What follows belongs to an exercise in optimizing a design on an open flow for a short achievable clock period and few clock cycles; a production flow would make more cautious choices. Power is estimated from default activity; no workload was simulated.

==> job 2952: inputs <==
==> flow/design.v (excerpt) <==
module cs213_frame_dp (
    input              clk,
    input              rst,
    input              start,
    output             start_ready,
    input      [15:0]  cfg_key,
    input              cfg_enc,
    input              cfg_comp,
    input              cfg_cks,
    input      [15:0]  cfg_sum,
    input      [15:0]  cfg_stored,
    input      [19:0]  cfg_orig,
    input      [127:0] cfg_dict,
    input              in_valid,
    input      [7:0]   in_data,
    output             in_ready,
    output             out_valid,
    output     [7:0]   out_data,
    input              out_ready,
    output             done,
    output     [2:0]   err,
    output     [15:0]  checksum,
    output     [19:0]  out_count
);
Settings: LEC_CHECK=0, ABC_CLOCK_PERIOD_IN_PS=2000, CAP_MARGIN=20, CORE_MARGIN=2, CORE_UTILIZATION=40, SETUP_SLACK_MARGIN=3.0, SLEW_MARGIN=20; clock period 5.0 ns.
run.sh (not shown) runs the stock make flow with config.mk's settings and CLKGATE_MAP_FILE= SYNTH_SCRIPT=/design/flow/synth_recipe.tcl, a recipe that flattens the netlist after the stock synthesis.
==> job 2139 (differences from job 2952) <==
==> flow/design.v (replaced) <==
module cs213_frame_dp (
    input              clk,
    input              rst,
    input              start,
    output             start_ready,
    input      [15:0]  cfg_key,
    input              cfg_enc,
    input              cfg_comp,
    input              cfg_cks,
    input      [15:0]  cfg_sum,
    input      [15:0]  cfg_stored,
    input      [19:0]  cfg_orig,
    input      [127:0] cfg_dict,
    input              in_valid,
    input      [7:0]   in_data,
    output             in_ready,
    output             out_valid,
    output     [7:0]   out_data,
    input              out_ready,
    output             done,
    output     [2:0]   err,
    output     [15:0]  checksum,
    output     [19:0]  out_count
);
    localparam [2:0] E_OK        = 3'd0,
                     E_INTEGRITY = 3'd2,
                     E_SIZE      = 3'd3,
                     E_TRUNC     = 3'd6;
    localparam [7:0] SENTINEL = 8'h07;
    localparam FAW  = 4;                 
    localparam FD   = 1 << FAW;          
    localparam ROOM = FD - 6;            
    localparam RAW  = 1;                 
    localparam RD   = 1 << RAW;          
    function [15:0] lfsr_step;
        input [15:0] s;
        begin
            lfsr_step = {s[0] ^ s[6] ^ s[9] ^ s[13], s[15:1]};
        end
    endfunction
    integer i;
    reg          start_ready_r;
    reg          a_act;        
    reg [15:0]   a_rem;        
    reg          in_ready_r;
    reg          a_comp, a_cks;
    reg [15:0]   a_sum;
    reg [19:0]   a_orig;
    reg [7:0]    a_dict [0:15];
    reg [15:0]   ks;           
    reg          phase;        
    reg [7:0]    pad;          
    reg          f0, f1, f2, f3;
    reg          f_sumbad, f_trunc, f_sizebad;
    reg          b_v;
    reg          b_last;
    reg [7:0]    b_d;
    reg          d_v;
    reg          d_last;
    reg [7:0]    d_db;
    reg          d_is07, d_is00, d_hinz, d_hi1;
    reg [7:0]    d_dict;
    reg          t_v;
    reg          t_last;
    reg          t_eof;
    reg          t_one;        
    reg [7:0]    t_byte;
    reg [3:0]    t_cnt;
    reg          esc;          
    reg [7:0]    cs_lo, cs_hi;
    reg          cs_c;
    reg [7:0]    oc_lo;
    reg [11:0]   oc_hi;
    reg          oc_c;
    reg [13:0]   tf_mem [0:FD-1];    
    reg [FAW-1:0] tf_wp, tf_rp;
    reg [FAW:0]  tf_cnt;
    reg          tf_empty;
    reg          room;               
    reg [38:0]   rf_mem [0:RD-1];    
    reg [RAW-1:0] rf_wp, rf_rp;
    reg [RAW:0]  rf_cnt;
    reg          rf_full;
    wire accept   = start && start_ready_r;
    wire fin_go   = f3 && !rf_full;
    wire in_fire  = in_valid && in_ready_r;
    wire [15:0] cfg_ks = cfg_enc ? lfsr_step(cfg_key) : 16'd0;
    wire [15:0] ks_next = lfsr_step(ks);
    wire [7:0] db = b_d ^ pad;
    reg        tok_w;
    reg        tok_one;
    reg [7:0]  tok_byte;
    reg [3:0]  tok_cnt;
    reg        esc_next;
    always @(*) begin
        tok_w    = 1'b0;
        tok_one  = 1'b1;
        tok_byte = d_db;
        tok_cnt  = 4'd1;
        esc_next = 1'b0;
        if (!a_comp) begin
            tok_w = 1'b1;
        end else if (!esc) begin
            if (d_is07)
                esc_next = 1'b1;
            else
                tok_w = 1'b1;
        end else begin
            if (d_is00) begin
                tok_w    = 1'b1;
                tok_byte = SENTINEL;
            end else if (d_hinz) begin
                tok_w    = 1'b1;
                tok_one  = d_hi1;
                tok_byte = d_dict;
                tok_cnt  = d_db[7:4];
            end
        end
    end
    reg          cur_v;
    reg          cur_eof;
    reg          cur_last;     
    reg [3:0]    cur_cnt;
    reg [7:0]    cur_byte;
    reg          s_v;
    reg          s_eof;
    reg [7:0]    s_d;
    reg          o_v;
    reg          o_done;
    reg [7:0]    o_d;
    reg [38:0]   o_res;
    wire prod_fire = cur_v && !s_v;
    wire cur_free  = !cur_v || (!s_v && cur_last);
    wire tf_re     = cur_free && !tf_empty;
    wire [13:0] tf_head = tf_mem[tf_rp];
    wire o_busy    = (o_v && !out_ready) || (o_done && (s_v ? s_eof : cur_eof));
    wire o_load_s  = !o_busy && s_v;
    wire o_load_c  = !o_busy && !s_v && cur_v;
    always @(posedge clk) begin
        if (rst) begin
            start_ready_r <= 1'b1;
            a_act      <= 1'b0;
            in_ready_r <= 1'b0;
            f0         <= 1'b0;
            f1         <= 1'b0;
            f2         <= 1'b0;
            f3         <= 1'b0;
            b_v        <= 1'b0;
            d_v        <= 1'b0;
            t_v        <= 1'b0;
            d_last     <= 1'b0;
            t_last     <= 1'b0;
            tf_wp      <= 0;
            tf_rp      <= 0;
            tf_cnt     <= 0;
            tf_empty   <= 1'b1;
            room       <= 1'b1;
            rf_wp      <= 0;
            rf_rp      <= 0;
            rf_cnt     <= 0;
            rf_full    <= 1'b0;
            cur_v      <= 1'b0;
            s_v        <= 1'b0;
            o_v        <= 1'b0;
            o_done     <= 1'b0;
        end else begin
            if (accept) begin
                start_ready_r <= 1'b0;
                a_act         <= 1'b1;
            end else if (fin_go) begin
                start_ready_r <= 1'b1;
                a_act         <= 1'b0;
            end
            b_v    <= in_fire;
            d_v    <= b_v;
            t_v    <= (d_v && tok_w) || (f2 && !f3 && room);
            d_last <= b_v && b_last;
            t_last <= d_v && d_last;
            f0 <= accept && (cfg_stored == 16'd0);
            f1 <= t_last || f0;
            if (f1)
                f2 <= 1'b1;
            if (f2 && room)
                f3 <= 1'b1;
            if (fin_go) begin
                f2 <= 1'b0;
                f3 <= 1'b0;
            end
            if (accept)
                in_ready_r <= (cfg_stored != 16'd0) && room;
            else if (in_fire)
                in_ready_r <= (a_rem != 16'd1) && room;
            else
                in_ready_r <= a_act && (a_rem != 16'd0) && room;
            if (t_v)
                tf_wp <= tf_wp + 1'b1;
            if (tf_re)
                tf_rp <= tf_rp + 1'b1;
            if (t_v && !tf_re) begin
                tf_cnt   <= tf_cnt + 1'b1;
                tf_empty <= 1'b0;
                room     <= (tf_cnt <= ROOM - 1);
            end else if (!t_v && tf_re) begin
                tf_cnt   <= tf_cnt - 1'b1;
                tf_empty <= (tf_cnt == 1);
                room     <= (tf_cnt <= ROOM + 1);
            end
            if (fin_go)
                rf_wp <= rf_wp + 1'b1;
            if (o_done)
                rf_rp <= rf_rp + 1'b1;
            if (fin_go && !o_done) begin
                rf_cnt  <= rf_cnt + 1'b1;
                rf_full <= (rf_cnt == RD - 1);
            end else if (!fin_go && o_done) begin
                rf_cnt  <= rf_cnt - 1'b1;
                rf_full <= 1'b0;
            end
            if (cur_free)
                cur_v <= !tf_empty;
            if (!o_busy)
                s_v <= 1'b0;
            else if (prod_fire)
                s_v <= 1'b1;
            if (!o_busy) begin
                o_v    <= s_v ? !s_eof : (cur_v && !cur_eof);
                o_done <= s_v ? s_eof : (cur_v && cur_eof);
            end else begin
                o_done <= 1'b0;
            end
        end
        if (start_ready_r) begin
            a_rem  <= cfg_stored;
            a_comp <= cfg_comp;
            a_cks  <= cfg_cks;
            a_sum  <= cfg_sum;
            a_orig <= cfg_orig;
            for (i = 0; i < 16; i = i + 1)
                a_dict[i] <= cfg_dict[8*i +: 8];
            ks     <= cfg_ks;
            pad    <= cfg_ks[7:0];
            phase  <= 1'b0;
            esc    <= 1'b0;
            cs_lo  <= 8'd0;
            cs_hi  <= 8'd0;
            cs_c   <= 1'b0;
            oc_lo  <= 8'd0;
            oc_hi  <= 12'd0;
            oc_c   <= 1'b0;
        end else begin
            if (in_fire)
                a_rem <= a_rem - 16'd1;
            if (b_v) begin
                phase <= !phase;
                if (phase) begin
                    ks  <= ks_next;
                    pad <= ks_next[7:0];
                end else begin
                    pad <= ks[15:8];
                end
                {cs_c, cs_lo} <= {1'b0, cs_lo} + {1'b0, b_d};
            end else begin
                cs_c <= 1'b0;
            end
            cs_hi <= cs_hi + {7'd0, cs_c};
            if (d_v)
                esc <= esc_next;
            if (t_v && !t_eof)
                {oc_c, oc_lo} <= {1'b0, oc_lo} + {5'd0, t_cnt};
            else
                oc_c <= 1'b0;
            oc_hi <= oc_hi + {11'd0, oc_c};
        end
        b_d    <= in_data;
        b_last <= (a_rem == 16'd1);
        d_db   <= db;
        d_is07 <= (db == SENTINEL);
        d_is00 <= (db == 8'h00);
        d_hinz <= (db[7:4] != 4'd0);
        d_hi1  <= (db[7:4] == 4'd1);
        d_dict <= a_dict[db[3:0]];
        t_eof  <= !d_v;
        t_one  <= !d_v || tok_one;
        t_byte <= tok_byte;
        t_cnt  <= d_v ? tok_cnt : 4'd0;
        f_sumbad  <= a_cks && ({cs_hi, cs_lo} != a_sum);
        f_trunc   <= a_comp && esc;
        f_sizebad <= ({oc_hi, oc_lo} != a_orig);
        if (t_v)
            tf_mem[tf_wp] <= {t_eof, t_one, t_cnt, t_byte};
        if (fin_go)
            rf_mem[rf_wp] <= {f_sumbad ? E_INTEGRITY : f_trunc ? E_TRUNC :
                              f_sizebad ? E_SIZE : E_OK,
                              cs_hi, cs_lo, oc_hi, oc_lo};
        if (cur_free) begin
            {cur_eof, cur_last, cur_cnt, cur_byte} <= tf_head;
        end else if (prod_fire) begin
            cur_cnt  <= cur_cnt - 4'd1;
            cur_last <= (cur_cnt == 4'd2);
        end
        if (o_busy && prod_fire) begin
            s_eof <= cur_eof;
            s_d   <= cur_byte;
        end
        if (o_load_s)
            o_d <= s_d;
        else if (o_load_c)
            o_d <= cur_byte;
        o_res <= rf_mem[rf_rp];
    end
    assign start_ready = start_ready_r;
    assign in_ready    = in_ready_r;
    assign out_valid   = o_v;
    assign out_data    = o_d;
    assign done        = o_done;
    assign err         = o_res[38:36];
    assign checksum    = o_res[35:20];
    assign out_count   = o_res[19:0];
endmodule
==> flow/config.mk (replaced) <==
export PLATFORM = sky130hd
export DESIGN_NAME = cs213_frame_dp
export DESIGN_NICKNAME = cs213_frame_dp
export VERILOG_FILES = /design/flow/design.v
export SDC_FILE = /design/flow/constraint.sdc
export NUM_CORES = 4
export LEC_CHECK = 0
export ABC_CLOCK_PERIOD_IN_PS = 2000
export CAP_MARGIN = 20
export CORE_MARGIN = 2
export CORE_UTILIZATION = 60
export CTS_CLUSTER_DIAMETER = 150
export CTS_CLUSTER_SIZE = 30
export SETUP_SLACK_MARGIN = 3.0
export SLEW_MARGIN = 20
==> notes.md <==
Net Count, Synth: job 2139 1887; job 2952 2186
Register area: job 2139 0.0196 mm²; job 2952 0.0270 mm²
Post-synth top area share: job 2139 60.4%; job 2952 68.3%
FF+latch count, synth: job 2139 704; job 2952 946
Run status: job 2139 complete, no violations; job 2952 complete, no violations
Maximum level of the CTS H-tree: job 2139 1; job 2952 3
Clock transition time at the flip-flop clock pins of the worst setup and hold paths: job 2139 0.11 ns; job 2952 0.06 ns
Syn Inst Count: job 2139 1642; job 2952 1930
Clk power: job 2139 2.70 mW; job 2952 7.41 mW
Buffers plus inverters on the worst setup path: job 2139 1; job 2952 3
Maximum number of pins on one net before global-route repair: job 2139 101; job 2952 82
Wirelength per Cell: job 2139 22.3 µm; job 2952 21.8 µm
Die Y: job 2139 215 µm; job 2952 299 µm
Worst reg2reg endpoint: job 2139 cur_cnt[1]; job 2952 tf_cnt[4]
CLK BUF: job 2139 48; job 2952 120
Post-route core utilization: job 2139 72.6%; job 2952 50.5%
Crit end category: job 2139 primary output; job 2952 flop
Final total power: job 2139 11.1 mW; job 2952 20.6 mW
Floorplan die area: job 2139 0.0464 mm²; job 2952 0.0893 mm²
Peak Freq: job 2139 462 MHz; job 2952 400 MHz
GR Util met3: job 2139 2.92%; job 2952 2.99%
Flop+latch power: job 2139 6.89 mW; job 2952 9.85 mW
Count of placed standard cells in the final layout, fillers left out: job 2139 2565; job 2952 3556
No functional check of the RTL was part of any run of this note.

static timing again, ports no longer ideal:
Ports are ideal in the flow. The routed layouts listed here were re-timed in OpenROAD. Step 1 (the two cells are an assumption about what drives the block):
set clk [get_ports {clk}]
set_driving_cell -lib_cell sky130_fd_sc_hd__clkbuf_16 $clk
set_driving_cell -lib_cell sky130_fd_sc_hd__buf_2 [delete_from_list [all_inputs] $clk]
Step 2, shift: input delay + t, output delay - t, t = (earliest + latest rising clock arrival at the registers) / 2. This alone moves slack from input paths to output paths. Three values: ideal ports, drivers, drivers and shift; two values: the first two.
run	t, ns	slack for setup (ns)	hold slack, ns	clock arrival spread, ns	cell pins on the clock port's net
job 2952	0.717	2.499 / 2.499 / 2.499	0.407 / 0.407 / 0.407	0.060 / 0.060	1
job 2139	0.649	2.836 / 2.778 / 2.495	0.433 / 0.433 / 0.433	0.029 / 0.028	1
After both steps every run listed still meets setup and hold. The setup slack of job 2139, which loses most, moves by -0.058 ns with the drivers and by -0.341 ns with both steps.
